Background: an optimization exercise with open tools, aiming at small area and a short achievable clock period. Do not read the settings as production practice. The RTL was checked by simulation tests, not by an equivalence proof against the original design. Power and IR drop assume default switching activity.

== run A ==
## intron_rx_framer
module intron_rx_framer (
    input  wire         clk,
    input  wire         rst,             
    input  wire         soft_reset,      
    input  wire [47:0]  intron_sess,     
    input  wire         rx_valid,
    input  wire [7:0]   rx_data,
    input  wire         alloc_ok,        
    input  wire         cas_valid,
    input  wire [3:0]   cas_old,
    input  wire [3:0]   cas_new,
    input  wire         activity_clr,    
    input  wire         query_valid,     
    input  wire [7:0]   query_idx,
    input  wire         ap_take,         
    output reg  [3:0]   mode,
    output reg          cas_ok,
    output reg          associated,
    output reg          activity,
    output reg          mac_valid,
    output reg  [47:0]  mac,
    output reg  [7:0]   ap_count,
    output reg          ap_valid,
    output reg  [7:0]   ap_index,
    output reg  [127:0] ap_info,
    output reg          pkt_start,
    output wire [15:0]  pkt_len,
    output reg          pkt_wr,
    output wire [7:0]   pkt_data,
    output reg          pkt_end,
    output reg          pkt_good,
    output reg          evt_valid,
    output reg  [2:0]   evt_code,
    output wire [7:0]   evt_type,
    output wire [15:0]  evt_size
);
Size: roughly 340 I/O pins, about 0.019 mm^2 of cells after synthesis.
==> flow/config.mk <==
export PLATFORM = sky130hd
export DESIGN_NAME = intron_rx_framer
export DESIGN_NICKNAME = intron_rx_framer
export VERILOG_FILES = /design/flow/design.v
export SDC_FILE = /design/flow/constraint.sdc
export NUM_CORES = 4
export LEC_CHECK = 0
export ABC_AREA = 1
export CAP_MARGIN = 20
export CORE_MARGIN = 2
export CORE_UTILIZATION = 50
export CTS_BUF_LIST = sky130_fd_sc_hd__clkbuf_16
export CTS_CLUSTER_DIAMETER = 100
export CTS_CLUSTER_SIZE = 30
export GPL_ROUTABILITY_DRIVEN = 0
export PLACE_DENSITY = 0.65
export SETUP_SLACK_MARGIN = 5
export SLEW_MARGIN = 20
export SYNTH_HIERARCHICAL = 1
export SYNTH_MINIMUM_KEEP_SIZE = 0
==> flow/constraint.sdc <==
create_clock -name core_clock -period 8.0 [get_ports {clk}]
set_input_delay 1.6000 -clock core_clock [delete_from_list [all_inputs] [get_ports {clk}]]
set_output_delay 1.6000 -clock core_clock [all_outputs]
set_load 0.01 [all_outputs]
standard.sh (not shown) runs the stock make flow with config.mk's settings and CLKGATE_MAP_FILE= SYNTH_SCRIPT=/design/flow/synth_recipe.tcl, a recipe that flattens the netlist after the stock synthesis.
==> flow/flow/run.sh <==
#!/bin/bash
# Standard layout, with the smallest buffer on every port.
set -euo pipefail
bash standard.sh "BUFFER_PORTS_ARGS=-buffer_cell sky130_fd_sc_hd__buf_1" finish > standard.log 2>&1
Inputs modified between run A and run B:
==> flow/flow/run.sh <==
#!/bin/bash
# Standard layout, with the smallest buffer on every port and a timing-repair
# target of 5.6 ns setup slack.
set -euo pipefail
bash standard.sh "BUFFER_PORTS_ARGS=-buffer_cell sky130_fd_sc_hd__buf_1" SETUP_SLACK_MARGIN=5.6 finish > standard.log 2>&1
-- flow/config.mk --
<<< run A, line 13
export CTS_CLUSTER_DIAMETER = 100
export CTS_CLUSTER_SIZE = 30
export GPL_ROUTABILITY_DRIVEN = 0
export PLACE_DENSITY = 0.65
export SETUP_SLACK_MARGIN = 5
export SLEW_MARGIN = 20
export SYNTH_HIERARCHICAL = 1
>>> run B, line 13
export CTS_CLUSTER_DIAMETER = 100
export CTS_CLUSTER_SIZE = 30
export PLACE_DENSITY = 0.6
export SLEW_MARGIN = 20
export SYNTH_HIERARCHICAL = 1
Notes after the runs:
On sequential power, run A and run B are neck and neck.
Looking at critical path launch point, the rx_valid result is from run B; the rx_data[0] one comes from run A.
Compared with run A, run B degrades wire length of the first global-routing pass.
Diff run A -> run B | total routing usage reported by global routing | increase of 3.2 points
Between run A and run B, share of total power in sequential cells is lower for run B, run A comes in above that.
Going from run A to run B, clock-pin transition on the worst setup and hold timing paths has remained practically unchanged, number of detailed-routing iterations run before antenna repair has decreased.
For run C, these inputs were changed with respect to run B:
==> flow/flow/run.sh <==
#!/bin/bash
# Standard layout, with the smallest buffer on every port and no gate cloning in timing repair.
set -euo pipefail
bash standard.sh "BUFFER_PORTS_ARGS=-buffer_cell sky130_fd_sc_hd__buf_1" SKIP_GATE_CLONING=1 finish > standard.log 2>&1
-- flow/config.mk --
<<< run B, line 14
export CTS_CLUSTER_SIZE = 30
export PLACE_DENSITY = 0.6
export SLEW_MARGIN = 20
export SYNTH_HIERARCHICAL = 1
>>> run C, line 14
export CTS_CLUSTER_SIZE = 30
export PLACE_DENSITY = 0.6
export SETUP_SLACK_MARGIN = 5
export SLEW_MARGIN = 20
export SYNTH_HIERARCHICAL = 1
==> comparison <==
According to the power report, total power for run C is lower than for run B. Going from run B to run C, half-perimeter wire length after detailed placement fell 150 um; fraction of the cycle the final worst path needs rose 0.64 points; layout buffering overhead excluding clock cells fell 7.3 points; final area fell 12%; worst path arrival time rose 0.05 ns. Compared with run B, run C shows combinational cell fraction of total power lower by 2.4 points. Multi-input logic portion of the cell area for run C: 0.15 points down relative to run B. Relative to run B, proportion of total power due to net switching has gone down in run C. Measured against each other, run C and run B differ in maximum number of pins on one net before global-route repair, the lower figure coming from run B. Looking at minimum period implied by the final worst setup slack across both flows, run C is the weaker of the two, with run B ahead.
#### Input delta (run D over run C)
==> flow/flow/run.sh <==
#!/bin/bash
# Standard layout, with the smallest buffer on every port.
set -euo pipefail
bash standard.sh "BUFFER_PORTS_ARGS=-buffer_cell sky130_fd_sc_hd__buf_1" finish > standard.log 2>&1
-- flow/config.mk --
<<< run C, line 9
export CAP_MARGIN = 20
export CORE_MARGIN = 2
export CORE_UTILIZATION = 50
export CTS_BUF_LIST = sky130_fd_sc_hd__clkbuf_16
export CTS_CLUSTER_DIAMETER = 100
export CTS_CLUSTER_SIZE = 30
export PLACE_DENSITY = 0.6
export SETUP_SLACK_MARGIN = 5
export SLEW_MARGIN = 20
>>> run D, line 9
export CAP_MARGIN = 20
export CORE_MARGIN = 2
export CORE_UTILIZATION = 40
export CTS_BUF_LIST = sky130_fd_sc_hd__clkbuf_16
export CTS_CLUSTER_DIAMETER = 100
export CTS_CLUSTER_SIZE = 30
export PLACE_DENSITY = 0.65
export SETUP_SLACK_MARGIN = 5
export SLEW_MARGIN = 20
Results
On endpoint required time on the critical path, run D and run C are basically level. Taking run C as the reference, in run D switching power total went down by 8.7 uW; detailed-route via count increased 72; final-layout clock buffer total lost 2. Looking at utilization, run D sits 13 points below run C.
--- input diff run D..run E ---
==> flow/flow/run.sh <==
#!/bin/bash
# Standard layout, with the smallest buffer on every port and a timing-repair
# target of 5.3 ns setup slack.
set -euo pipefail
bash standard.sh "BUFFER_PORTS_ARGS=-buffer_cell sky130_fd_sc_hd__buf_1" SETUP_SLACK_MARGIN=5.3 finish > standard.log 2>&1
==> flow/config.mk <==
export PLATFORM = sky130hd
export DESIGN_NAME = intron_rx_framer
export DESIGN_NICKNAME = intron_rx_framer
export VERILOG_FILES = /design/flow/design.v
export SDC_FILE = /design/flow/constraint.sdc
export NUM_CORES = 4
export LEC_CHECK = 0
export ABC_AREA = 1
export CAP_MARGIN = 20
export CORE_MARGIN = 2
export CORE_UTILIZATION = 50
export CTS_BUF_LIST = sky130_fd_sc_hd__clkbuf_16
export CTS_CLUSTER_DIAMETER = 100
export CTS_CLUSTER_SIZE = 30
export PLACE_DENSITY = 0.6
export SLEW_MARGIN = 20
export SYNTH_HIERARCHICAL = 1
export SYNTH_MINIMUM_KEEP_SIZE = 0
## What came out
Delta (run E minus run D): share of the cycle needed by the critical path after routing has remained practically unchanged, cell count along the critical path has increased, required time at the endpoint of the critical path has remained practically unchanged.
Final critical-path setup slack, run D and run E, lower one = run D.
[compare] base=run D new=run E: number of well taps has decreased; wire length of the first global-routing pass has increased; final clock skew has increased.


Setup of the previous run:
Another version of the RTL of intron_rx_framer (not shown whole).
Size: roughly 1300 cells after synthesis, ~440 flip-flops.
make LEC_CHECK=0 CAP_MARGIN=20 CORE_MARGIN=2 CORE_UTILIZATION=40 PLACE_DENSITY=0.6 SLEW_MARGIN=20 finish   # period 8.0 ns
run.sh (not shown) runs the stock make flow with config.mk's settings and CLKGATE_MAP_FILE= SYNTH_SCRIPT=/design/flow/synth_recipe.tcl, a recipe that flattens the netlist after the stock synthesis.
Stock flow here: none of the scripts above is used.
Changes in the current run relative to the previous run:
- a change of CORE_UTILIZATION from 40 to 60
- a change of PLACE_DENSITY from 0.6 to 0.7
- an added ABC_CLOCK_PERIOD_IN_PS of 2500
- an added CTS_BUF_LIST of sky130_fd_sc_hd__clkbuf_4 sky130_fd_sc_hd__clkbuf_8
- an added SETUP_SLACK_MARGIN of 5
## What came out
- Compared the current run vs the previous run, and non-clock buffer count is up in the current run.
- As of the current run, total power consumption of the routed design had fallen slightly compared to the previous run.
- Global-route wire length before repair delta (the current run − the previous run): unfavourable
- Compared the current run vs the previous run, and critical path depth is up in the current run.


Starting RTL as in the previous note.
make LEC_CHECK=0 CAP_MARGIN=20 CORE_MARGIN=2 CORE_UTILIZATION=60 PLACE_DENSITY=0.7 SETUP_SLACK_MARGIN=5 SLEW_MARGIN=20 finish   # period 8.0 ns
The starting point passed the timing, design-rule and antenna checks.
Rerun with:
==> flow/flow/run.sh (new file) <==
#!/bin/bash
# Standard layout, with the smallest buffer on every port.
set -euo pipefail
bash standard.sh "BUFFER_PORTS_ARGS=-buffer_cell sky130_fd_sc_hd__buf_1" finish > standard.log 2>&1
==> flow/standard.sh (new file) <==
#!/bin/bash
# synth_recipe.tcl (not shown) runs the flow's synth.tcl, then flattens the netlist and writes it again
# the make line also repeats each setting of config.mk as NAME=value (left out here)
make -C /OpenROAD-flow-scripts/flow DESIGN_CONFIG=/design/flow/config.mk WORK_HOME=/design/flow/orfs CLKGATE_MAP_FILE= SYNTH_SCRIPT=/design/flow/synth_recipe.tcl "${@:-finish}"
removed: flow/run.sh
Via count went down by a few percent.
Global-route usage went down by 2.6 points.
First-iteration DRC count went down by about a fifth.
Combinational power went down by roughly a tenth.
Clock power went down by roughly a tenth.
Hold slack hardly moves.
Routed wire length went down by roughly a tenth.
Sequential share of layout area went up by 3.8 points.
Cell count went down slightly.
Die area does not change.
Maximum frequency went down slightly.

-- port drivers added, routing unchanged --
The results above use ideal ports. As a check the final layouts listed here were re-extracted and re-timed, cells and wires unchanged.
Step 1: set_driving_cell puts a clkbuf_16 on clk and a buf_2 on each other input, an assumption about the parent block.
Step 2 adds t to the input delays and takes it off the output delays; t is the mean of the earliest and latest rising clock arrival at the registers after step 1. Input paths then give back, and output paths get back, about the clock's delay inside the block.
Slacks: ideal ports / drivers / drivers and shift; pairs: ideal ports / drivers.
run	t (ns)	setup slack, ns	latest minus earliest clock arrival (ns)
run A	0.589	5.040 / 5.004 / 4.488	0.026 / 0.026
run B	0.594	5.065 / 5.053 / 4.459	0.032 / 0.032
run C	0.595	5.013 / 5.005 / 4.444	0.033 / 0.033
run D	0.600	4.994 / 4.981 / 4.430	0.025 / 0.026
run E	0.597	5.002 / 5.002 / 4.430	0.032 / 0.032
the previous run	0.623	2.557 / 2.585 / 1.962	0.022 / 0.022
the current run	0.642	4.034 / 4.049 / 3.407	0.054 / 0.054
the first run of note 3	0.605	3.989 / 4.005 / 3.400	0.029 / 0.030
the second run of note 3	0.599	3.937 / 3.937 / 3.437	0.021 / 0.021
After both steps every run listed still meets setup and hold. For the current run, which loses most, drivers alone change the setup slack by +0.015 ns; drivers and shift together by -0.627 ns.
